Background: an optimization exercise with open tools, aiming at small area, a short achievable clock period and few clock cycles. Do not read the settings as production practice.
No run shown here included a check of the RTL's function; only the layout flow was run.
Power is estimated from default activity; no workload was simulated.

File: config.mk
export PLATFORM = sky130hd
export DESIGN_NAME = nr_vadd
export DESIGN_NICKNAME = nr_vadd
export VERILOG_FILES = /design/flow/design.v
export SDC_FILE = /design/flow/constraint.sdc
export NUM_CORES = 4
export LEC_CHECK = 0
export CAP_MARGIN = 20
export CORE_MARGIN = 2
export CORE_UTILIZATION = 40
export PLACE_DENSITY = 0.6
export SLEW_MARGIN = 20
File: constraint.sdc
create_clock -name core_clock -period 20.0 [get_ports {clk}]
set_input_delay 4.0000 -clock core_clock [delete_from_list [all_inputs] [get_ports {clk}]]
set_output_delay 4.0000 -clock core_clock [all_outputs]
set_load 0.01 [all_outputs]
File: design.v
module nr_vadd (
    input  wire        clk,
    input  wire        rst,         
    input  wire        in_valid,
    input  wire [31:0] in_a,
    input  wire [31:0] in_b,
    output wire        in_ready,
    output reg         out_valid,
    output reg  [31:0] out_sum,
    input  wire        out_ready
);
    reg         v1, v2, vk;
    reg         rdy;            
    reg         adv;            
    reg  [31:0] skid;
    assign in_ready = rdy;
    wire [7:0]  ia_e  = in_a[30:23];
    wire [7:0]  ib_e  = in_b[30:23];
    wire [7:0]  ia_ee = {ia_e[7:1], ia_e[0] | ~|ia_e};
    wire [7:0]  ib_ee = {ib_e[7:1], ib_e[0] | ~|ib_e};
    reg  [31:0] ra, rb;
    reg         r_swap;
    reg  [8:0]  r_dab;
    reg  [7:0]  r_dba;
    always @(posedge clk) if (adv) begin
        ra     <= in_a;
        rb     <= in_b;
        r_swap <= in_b[30:0] > in_a[30:0];
        r_dab  <= {1'b0, ia_ee} - {1'b0, ib_ee};
        r_dba  <= ib_ee - ia_ee;
    end
    wire [7:0]  a_e = ra[30:23];
    wire [7:0]  b_e = rb[30:23];
    wire        a_h = |a_e;
    wire        b_h = |b_e;
    wire        a_emax = &a_e;
    wire        b_emax = &b_e;
    wire        a_fz = ~|ra[22:0];
    wire        b_fz = ~|rb[22:0];
    wire        a_nan = a_emax & ~a_fz;
    wire        b_nan = b_emax & ~b_fz;
    wire        a_inf = a_emax & a_fz;
    wire        b_inf = b_emax & b_fz;
    wire        sub   = ra[31] ^ rb[31];
    wire        s_nan = a_nan | b_nan | (a_inf & b_inf & sub);
    wire        s_inf = a_inf | b_inf;
    wire        same  = ra[30:0] == rb[30:0];
    wire        s_zero = (sub & same) | (~a_h & a_fz & ~b_h & b_fz);
    wire [7:0]  a_ee = {a_e[7:1], a_e[0] | ~a_h};
    wire [7:0]  b_ee = {b_e[7:1], b_e[0] | ~b_h};
    wire [7:0]  d    = r_dab[8] ? r_dba : r_dab[7:0];
    wire [4:0]  sh   = (|d[7:5]) ? 5'd31 : d[4:0];
    wire        x_s  = r_swap ? rb[31] : ra[31];
    wire [7:0]  x_ee = r_swap ? b_ee : a_ee;
    wire [23:0] x_m  = r_swap ? {b_h, rb[22:0]} : {a_h, ra[22:0]};
    wire [23:0] y_m  = r_swap ? {a_h, ra[22:0]} : {b_h, rb[22:0]};
    wire [26:0] t0 = {y_m, 3'd0};
    wire [26:0] t1 = sh[4] ? {16'd0, t0[26:16]} : t0;
    wire        k1 = sh[4] & (|t0[15:0]);
    wire [26:0] t2 = sh[3] ? {8'd0, t1[26:8]} : t1;
    wire        k2 = sh[3] & (|t1[7:0]);
    wire [26:0] t3 = sh[2] ? {4'd0, t2[26:4]} : t2;
    wire        k3 = sh[2] & (|t2[3:0]);
    wire [26:0] t4 = sh[1] ? {2'd0, t3[26:2]} : t3;
    wire        k4 = sh[1] & (|t3[1:0]);
    wire [26:0] t5 = sh[0] ? {1'd0, t4[26:1]} : t4;
    wire        k5 = sh[0] & t4[0];
    wire [26:0] y_al = {t5[26:1], t5[0] | k1 | k2 | k3 | k4 | k5};
    wire [27:0] mag = {1'b0, x_m, 3'd0} + {sub, y_al ^ {27{sub}}} + {27'd0, sub};
    reg         q_s, q_zs, q_nan, q_inf, q_zero;
    reg  [7:0]  q_e;
    reg  [27:0] q_m;
    always @(posedge clk) if (adv) begin
        q_s    <= x_s;
        q_zs   <= ra[31] & rb[31];
        q_nan  <= s_nan;
        q_inf  <= s_inf;
        q_zero <= s_zero;
        q_e    <= x_ee;
        q_m    <= mag;
    end
    wire [26:0] lim  = (q_e > 8'd27) ? 27'd0 : (27'h4000000 >> (q_e - 8'd1));
    wire [26:0] lzin = q_m[26:0] | lim;
    reg  [4:0]  lz;
    integer i;
    always @(*) begin
        lz = 5'd0;
        for (i = 0; i < 27; i = i + 1)
            if (lzin[i]) lz = 5'd26 - i[4:0];
    end
    reg  [26:0] nm;
    reg  [7:0]  ne;
    always @(*) begin
        if (q_m[27]) begin
            nm = {q_m[27:2], q_m[1] | q_m[0]};
            ne = q_e + 8'd1;
        end else begin
            nm = q_m[26:0] << lz;
            ne = q_e - {3'd0, lz};
        end
    end
    wire        r_up = nm[2] & (nm[1] | nm[0] | nm[3]);
    wire [30:0] pk   = {(nm[26] ? ne : 8'd0), nm[25:3]};
    wire [30:0] rnd  = pk + {30'd0, r_up};
    wire        ovf  = q_m[27] & (q_e == 8'd254);
    reg  [31:0] res;
    always @(*) begin
        if (q_nan)
            res = 32'h7FC00000;
        else if (q_inf | ovf)
            res = {q_s, 8'hFF, 23'd0};
        else if (q_zero)
            res = {q_zs, 31'd0};
        else
            res = {q_s, rnd};
    end
    wire        push = adv & v2;
    always @(posedge clk) begin
        if (!vk) skid <= res;
        if (out_ready) out_sum <= vk ? skid : res;
        else if (!out_valid) out_sum <= res;
    end
    always @(posedge clk) begin
        if (rst) begin
            v1 <= 1'b0; v2 <= 1'b0; vk <= 1'b0; rdy <= 1'b0; adv <= 1'b1;
            out_valid <= 1'b0;
        end else begin
            if (adv) begin
                v1 <= in_valid & rdy;
                v2 <= v1;
            end
            if (vk) begin
                if (out_ready) begin vk <= 1'b0; rdy <= 1'b1; adv <= 1'b1; end
            end else if (push & out_valid & ~out_ready) begin
                vk <= 1'b1; rdy <= 1'b0; adv <= 1'b0;
            end else begin
                rdy <= 1'b1;
            end
            out_valid <= vk | push | (out_valid & ~out_ready);
        end
    end
endmodule
File: run.sh
#!/bin/bash
# synth_recipe.tcl (not shown) runs the flow's synth.tcl, then flattens the netlist and writes it again
# the make line also repeats each setting of config.mk as NAME=value (left out here)
make -C /OpenROAD-flow-scripts/flow DESIGN_CONFIG=/design/flow/config.mk WORK_HOME=/design/flow/orfs CLKGATE_MAP_FILE= SYNTH_SCRIPT=/design/flow/synth_recipe.tcl finish
==> metrics.cfg, run 1 <==
[setup_path]
crit_type = reg -> reg
cp-end-kind = register
arrival_ns = 7.76
start_kind = register
reg2regPathDepth = 20
critPathMaxFanout = 29
cp.required_ns = 20.33

[synthesis]
synthTopCellsByCount = 192 x nand2_1, 154 x edfxtp_1, 120 x a21oi_1
synth.avg_cell_area_um2 = 8.79
yosysWarnings = 1
synth_edf_count = 154
synth_mux_area_frac = 0.0918
synth-seq-cells = 192
synth-compound-area-share = 0.220
ys.flop_type = edfxtp_1
seq_area_frac_synth = 0.326
synth.distinct_cells = 94
yosys-top-cells-area = edfxtp_1 28%, ha_1 5.9%, dfxtp_1 4.6%
synth_top_family_by_area = compound AO/OA/AOI/OAI gates
synthCells = 1882
syn-num-nets = 2031
netlist.area_leader.share = 0.280
syn-cell-area_um2 = 16500
synthSimpleGateAreaFrac = 0.181
synth_most_common_cell = nand2_1
synth-xor-area-share = 0.0699
async_reset_ff_frac = 0
synthAdderAreaFrac = 0.0626
yosys.area.top_type = edfxtp_1

[global_routing]
grt_max_degree = 69
grt_pass1_vias = 14602
antenna_found_initial = 0
grt-ovfl-total = 0
grt_usage = 0.256
grt_pass1_wl_mm = 86.0

[placement]
place_ws_ns = 12.27
io_buffer_count = 101
dp_hpwl_mm = 43.4
gp_congestion = 0.999

[route]
ant_nets = 0
routed_wl_mm = 55.9
first_iter_violations = 1400
avgRoutedWirePerCell_um = 22.8
vias = 15098
drc = 0
avgViaCountPerCell = 6.14
dr.pass1.iters = 6

[timing]
slew_headroom = 0.286
finClkSkew_ns = 0.0163
finalSetupViolCount = 0
period_needed_ns = 7.43
rsz0062_at_grt = false
maxSlewViolCount = 0
fmax_mhz = 135
tns_ns = 0
setup_ws_ns = 12.57
worstMarginPinSlew_ns = 1.07
hold_viol_final = 0
post-route-period-util = 0.372

[power_and_ir_drop]
p_leak_nw = 7.09
ir_drop_mv = 0.0609
power.density_nw_per_um2 = 140

[clock_network]
clk_path_buf_depth = 2
clkSlewWorstSetupHoldPaths_ns = 0.07
clock-sinks = 192
cts_setup_buffers = 0
cts_resized = 0
worstSkewPairLatency_ns = 0.47
cts_buffers = 17
h-tree-depth = 4
ctsRootBufferMaster = clkbuf_16
ctsHoldBuffers = 0
cts_tree = done

[hold_path]
min_path_cells = 2
hold_path.class = reg -> reg

[final_layout]
diodes = 0
drive_gt1_frac = 0.0852
register_area_um2 = 5390
layout.nets = 2061
area_growth_pct = 12.2
fill_cells = 3993
multi_input_area_um2 = 10400

[die]
die_area_um2 = 43000
start_util = 0.405
ios = 102
die_h_um = 207
row_count = 74
dieWidth_um = 207
core_area_um2 = 40800

[flow_run]
max_cap_viol_count = 0

[run_status]
run_status = finished clean

[logic make-up after synthesis]
group	after synthesis
compound gates	530
xor+xnor	132
fa+ha+maj	81
buf+inv	199
flops	192
mux	137
simple gates	611
[flip-flops by register name, summed over array words and instances, names as in the netlist, 8 cells and up]
signal and flops:
rb 32, q_m 28, skid 32, r_dba 8, r_dab 8, q_e 8, out_sum 32, ra 32
[final cells by class]
type / instances / area share
multi-input combinational: 1491 / 0.560
sequential: 192 / 0.290
timing repair buffer: 129 / 0.0658
tap: 532 / 0.0359
clock buffer: 18 / 0.0231
inverter: 81 / 0.0164
clock inverter: 14 / 0.00856
[metal layers]
metal  up-vias  GRT usage  part of all wire  wire [µm]
li1       7184          -                 -          -
met1      7133      0.306              0.40      22400
met2       636      0.444              0.49      27300
met3       145     0.0380             0.060       3380
met4         0      0.135             0.050       2820
met5         -          0                 0          0
[worst max-delay path, cell delays in order (launching register included)]
cell,delay (ns)
edfxtp_1,0.79
inv_1,0.25
ha_1,0.68
inv_1,0.17
nor2_1,0.46
and4_4,0.31
mux2_4,0.30
a2111oi_2,0.39
o21ai_1,0.21
a21o_1,0.19
buf_4,0.24
inv_1,0.39
buf_4,0.40
mux2_2,0.40
a22oi_1,0.28
o211ai_1,0.28
or2_2,0.42
nor4_4,0.31
nand4_1,0.29
or3_1,0.42
nand3_1,0.09
[where the power goes]
part           internal [mW]  switching, mW
clock                  0.186          0.161
sequential             0.589          0.164
combinational          0.592          0.901
[layout by cell type (no fill, tap or decap), types with 54 or more instances in the layout]
cell             instances
clkdlybuf4s50_1        101
mux2i_1                 76
nand3_1                 76
mux2_2                  54
xnor2_1                 74
nor2_1                 108
a21oi_1                120
inv_1                   79
xor2_1                  58
edfxtp_1               154
nand2_1                192
ha_1                    78
o21ai_0                 89
[final timing paths]
path              slack (ns)     from          end
setup / recovery       12.57   q_e[0]  out_sum[30]
setup reg to reg       12.57   q_e[0]  out_sum[30]
hold reg to reg         0.46  skid[5]      skid[5]
hold / removal          0.46  skid[5]      skid[5]
[through the flow]
stage                     area [µm²]  hold WS, ns  utilization  cells  power [mW]
final                          18600        0.456        0.454   2457        2.59
after global routing           18600        0.480        0.454   2457        2.75
after CTS                      18500        0.460        0.454   2457        2.58
after detailed placement       18000        0.442        0.440   2425        2.22
after global placement         17900        0.437        0.440   2425        2.22
after floorplan                16500        0.428            -   1882        1.73
==> run 2, diff against run 1 <==
==> flow/run.sh (new file) <==
#!/bin/bash
set -euo pipefail
export BUFFER_PORTS_ARGS="-buffer_cell sky130_fd_sc_hd__buf_2"
bash standard.sh finish > flow_make.log 2>&1
==> standard.sh (new file) <==
#!/bin/bash
# synth_recipe.tcl (not shown) runs the flow's synth.tcl, then flattens the netlist and writes it again
# the make line also repeats each setting of config.mk as NAME=value (left out here)
make -C /OpenROAD-flow-scripts/flow DESIGN_CONFIG=/design/flow/config.mk WORK_HOME=/design/flow/orfs CLKGATE_MAP_FILE= SYNTH_SCRIPT=/design/flow/synth_recipe.tcl "${@:-finish}"
removed: run.sh
==> metrics.cfg, run 2 <==
[global_routing]
use_met1 = 0.309  ; was 0.306
use_met2 = 0.437  ; was 0.444
grt_pass1_wl_mm = 86.0  ; about the same
grt_pass1_vias = 14747  ; was 14602
met3_usage = 0.0421  ; was 0.0380
grt_usage = 0.256  ; about the same
grt_max_degree = 71  ; was 69
antenna_found_initial = 0  ; unchanged
grt-ovfl-total = 0  ; unchanged
grt.busiest_layer = met2  ; unchanged

[setup_path]
crit_type = reg -> reg  ; unchanged
cp.required_ns = 20.34  ; was 20.33 ns
cp-end-kind = register  ; unchanged
arrival_ns = 8.14  ; was 7.76 ns
critPathMaxFanout = 29  ; unchanged
start_kind = register  ; unchanged

[final_layout]
drive_gt1_frac = 0.136  ; was 0.0852
postLayoutCoreUtil = 0.442  ; was 0.454
area_growth_pct = 9.22  ; was 12.2%
final_cells = 2460  ; was 2457
layout.nets = 2064  ; was 2061
fill_cells = 3976  ; was 3993
final_common_cell = nand2_1  ; unchanged
final_cell_area_um2 = 18100  ; was 18600 µm²
diodes = 0  ; unchanged
final_cell_mix = 192 x nand2_1, 154 x edfxtp_1, 120 x a21oi_1  ; unchanged

[synthesis]
yosys-top-cells-area = edfxtp_1 28%, ha_1 5.9%, dfxtp_1 4.6%  ; unchanged
netlist.area_leader.share = 0.280  ; unchanged
synth-seq-cells = 192  ; unchanged
yosys.area.top_type = edfxtp_1  ; unchanged
synth.distinct_cells = 94  ; unchanged
synth_edf_count = 154  ; unchanged
synth_mux_area_frac = 0.0918  ; unchanged
synth.avg_cell_area_um2 = 8.79  ; unchanged
yosysWarnings = 1  ; unchanged
synth-xor-area-share = 0.0699  ; unchanged
synthTopCellsByCount = 192 x nand2_1, 154 x edfxtp_1, 120 x a21oi_1  ; unchanged
seq_area_frac_synth = 0.326  ; unchanged
synthAdderAreaFrac = 0.0626  ; unchanged
syn-cell-area_um2 = 16500  ; unchanged
synthSimpleGateAreaFrac = 0.181  ; unchanged
synth_most_common_cell = nand2_1  ; unchanged
syn-num-nets = 2031  ; unchanged
synthCells = 1882  ; unchanged
synth_top_family_by_area = compound AO/OA/AOI/OAI gates  ; unchanged
synth-compound-area-share = 0.220  ; unchanged
async_reset_ff_frac = 0  ; unchanged
ys.flop_type = edfxtp_1  ; unchanged

[timing]
post-route-period-util = 0.390  ; was 0.372
hold_viol_final = 0  ; unchanged
fmax_mhz = 128  ; was 135 MHz
worstMarginPinSlew_ns = 1.06  ; was 1.07 ns
tns_ns = 0  ; unchanged
rsz0062_at_grt = false  ; unchanged
setup_ws_ns = 12.21  ; was 12.57 ns
whs_ns = 0.462  ; was 0.456 ns
maxSlewViolCount = 0  ; unchanged
period_needed_ns = 7.79  ; was 7.43 ns
finalSetupViolCount = 0  ; unchanged
slew_headroom = 0.293  ; was 0.286
finClkSkew_ns = 0.0148  ; was 0.0163 ns

[clock_network]
clkSlewWorstSetupHoldPaths_ns = 0.07  ; about the same
ctsHoldBuffers = 0  ; unchanged
ctsRootBufferMaster = clkbuf_16  ; unchanged
cts_resized = 0  ; unchanged
cts_setup_buffers = 0  ; unchanged
cts_buffers = 17  ; unchanged
worstSkewPairLatency_ns = 0.47  ; about the same
clk_path_buf_depth = 2  ; unchanged
clock-sinks = 192  ; unchanged
h-tree-depth = 4  ; unchanged
cts_tree = done  ; unchanged

[route]
drc = 0  ; unchanged
ant_nets = 0  ; unchanged
first_iter_violations = 1445  ; was 1400
vias = 15132  ; was 15098
dr.pass1.iters = 5  ; was 6
avgViaCountPerCell = 6.15  ; was 6.14
avgRoutedWirePerCell_um = 22.6  ; was 22.8 µm
routed_wl_mm = 55.7  ; was 55.9 mm

[placement]
io_buffer_count = 101  ; unchanged
dp_hpwl_mm = 42.9  ; was 43.4 mm
dpl-instance-area_um2 = 17500  ; was 18000 µm²
gp_congestion = 0.972  ; was 0.999
place_ws_ns = 11.88  ; was 12.27 ns
post-place-cells = 2428  ; was 2425

[power_and_ir_drop]
internal_power_mw = 1.34  ; was 1.37 mW
ir_drop_mv = 0.0729  ; was 0.0609 mV
power_mw = 2.53  ; was 2.59 mW
p_clk_frac = 0.140  ; was 0.134
netSwitchingFraction = 0.471  ; was 0.473
sequentialPowerShare = 0.298  ; was 0.291
p_leak_nw = 7.11  ; was 7.09 nW
power.density_nw_per_um2 = 140  ; about the same
comb_power_share = 0.562  ; was 0.576
switchingPower_mw = 1.19  ; was 1.23 mW

[die]
start_util = 0.405  ; unchanged
row_count = 74  ; unchanged
ios = 102  ; unchanged
die_h_um = 207  ; unchanged
die_area_um2 = 43000  ; unchanged
dieWidth_um = 207  ; unchanged
core_area_um2 = 40800  ; unchanged

[flow_run]
max_cap_viol_count = 0  ; unchanged

[hold_path]
hold_path.class = reg -> reg  ; unchanged

[run_status]
run_status = finished clean  ; unchanged

run 2: changes by cell type in the layout (fill, tap and decap cells not counted), moves of 2 or more:
cell,before,now
a21o_2,0,2
clkinv_1,1,4
clkdlybuf4s50_1,101,0
a21o_1,36,34
clkinv_2,2,0
buf_2,0,101
buf_4,28,31
clkinv_4,3,1
inv_8,2,0
run 2: kinds of logic after synthesis:
kind of cell,Yosys count
and+or+nand+nor,611
AOI/OAI and AO/OA,530
buffers and inverters,199
DFF,192
muxes,137
xor gates and xnor gates,132
adders and majority gates,81
run 2: area by class of cell:
class | instances | area [µm²] | share of cell area
clock buffer | 19 | 433 | 0.0240
clock inverter | 13 | 159 | 0.00880
inverter | 81 | 304 | 0.0168
multi-input combinational | 1491 | 10400 | 0.574
sequential | 192 | 5390 | 0.298
tap | 532 | 666 | 0.0368
timing repair buffer | 132 | 738 | 0.0409
run 2: power by group through the flow:
stage | Sequential [mW] | Clock (mW) | Combinational (mW)
5_1_grt | 0.760 | 0.375 | 1.55
3_5_place_dp | 0.755 | 0 | 1.39
3_3_place_gp | 0.758 | 0 | 1.39
2_1_floorplan | 0.661 | 0 | 1.07
4_1_cts | 0.748 | 0.361 | 1.40
6_report | 0.754 | 0.353 | 1.42
run 2: routing by layer:
metal,vias to the layer above,wire length (µm)
met5,-,0
met3,151,3230
met2,615,27100
li1,7187,-
met1,7179,22500
met4,0,2840
run 2: final timing paths:
path / depth (start not counted) / end / from / slack [ns]
worst min-delay path: 2 / skid[7] / skid[7] / 0.46
worst min register to register: 2 / skid[7] / skid[7] / 0.46
worst max register to register: 19 / out_sum[30] / q_e[0] / 12.21
worst max-delay path: 19 / out_sum[30] / q_e[0] / 12.21
run 2: worst max-delay path, stage by stage, from the launching register on:
cell       delay, ns
edfxtp_1        0.77
inv_1           0.26
ha_1            0.65
inv_1           0.16
nor2_1          0.44
and4_4          0.31
mux2_4          0.30
a2111oi_2       0.38
o21ai_1         0.23
a21o_2          0.48
inv_1           0.66
buf_4           0.38
mux4_2          0.55
a221oi_1        0.35
nor4_1          0.16
or3b_1          0.44
nor4_4          0.40
nand4_1         0.23
or3_1           0.42
nand3_1         0.08

static timing again, ports no longer ideal:
No port has a modelled driver above. Below, the same layouts with a new extraction and two added sets of constraints. Step 1: set_driving_cell puts a clkbuf_16 on clk and a buf_2 on each other input, an assumption about the parent block. Step 2, shift: input delay + t, output delay - t, t = (earliest + latest rising clock arrival at the registers) / 2. This alone moves slack from input paths to output paths. Slacks: no drivers / after step 1 / after step 2; pairs: no drivers / after step 1.
run | t, ns | setup WS [ns] | worst hold slack (ns)
run 1 | 0.515 | 12.569 / 12.569 / 12.249 | 0.456 / 0.456 / 0.456
run 2 | 0.516 | 12.206 / 12.206 / 12.206 | 0.462 / 0.462 / 0.462
After both steps setup and hold are still met in every run listed. The setup slack of run 1, which loses most, moves by 0.000 ns with the drivers and by -0.320 ns with both steps.
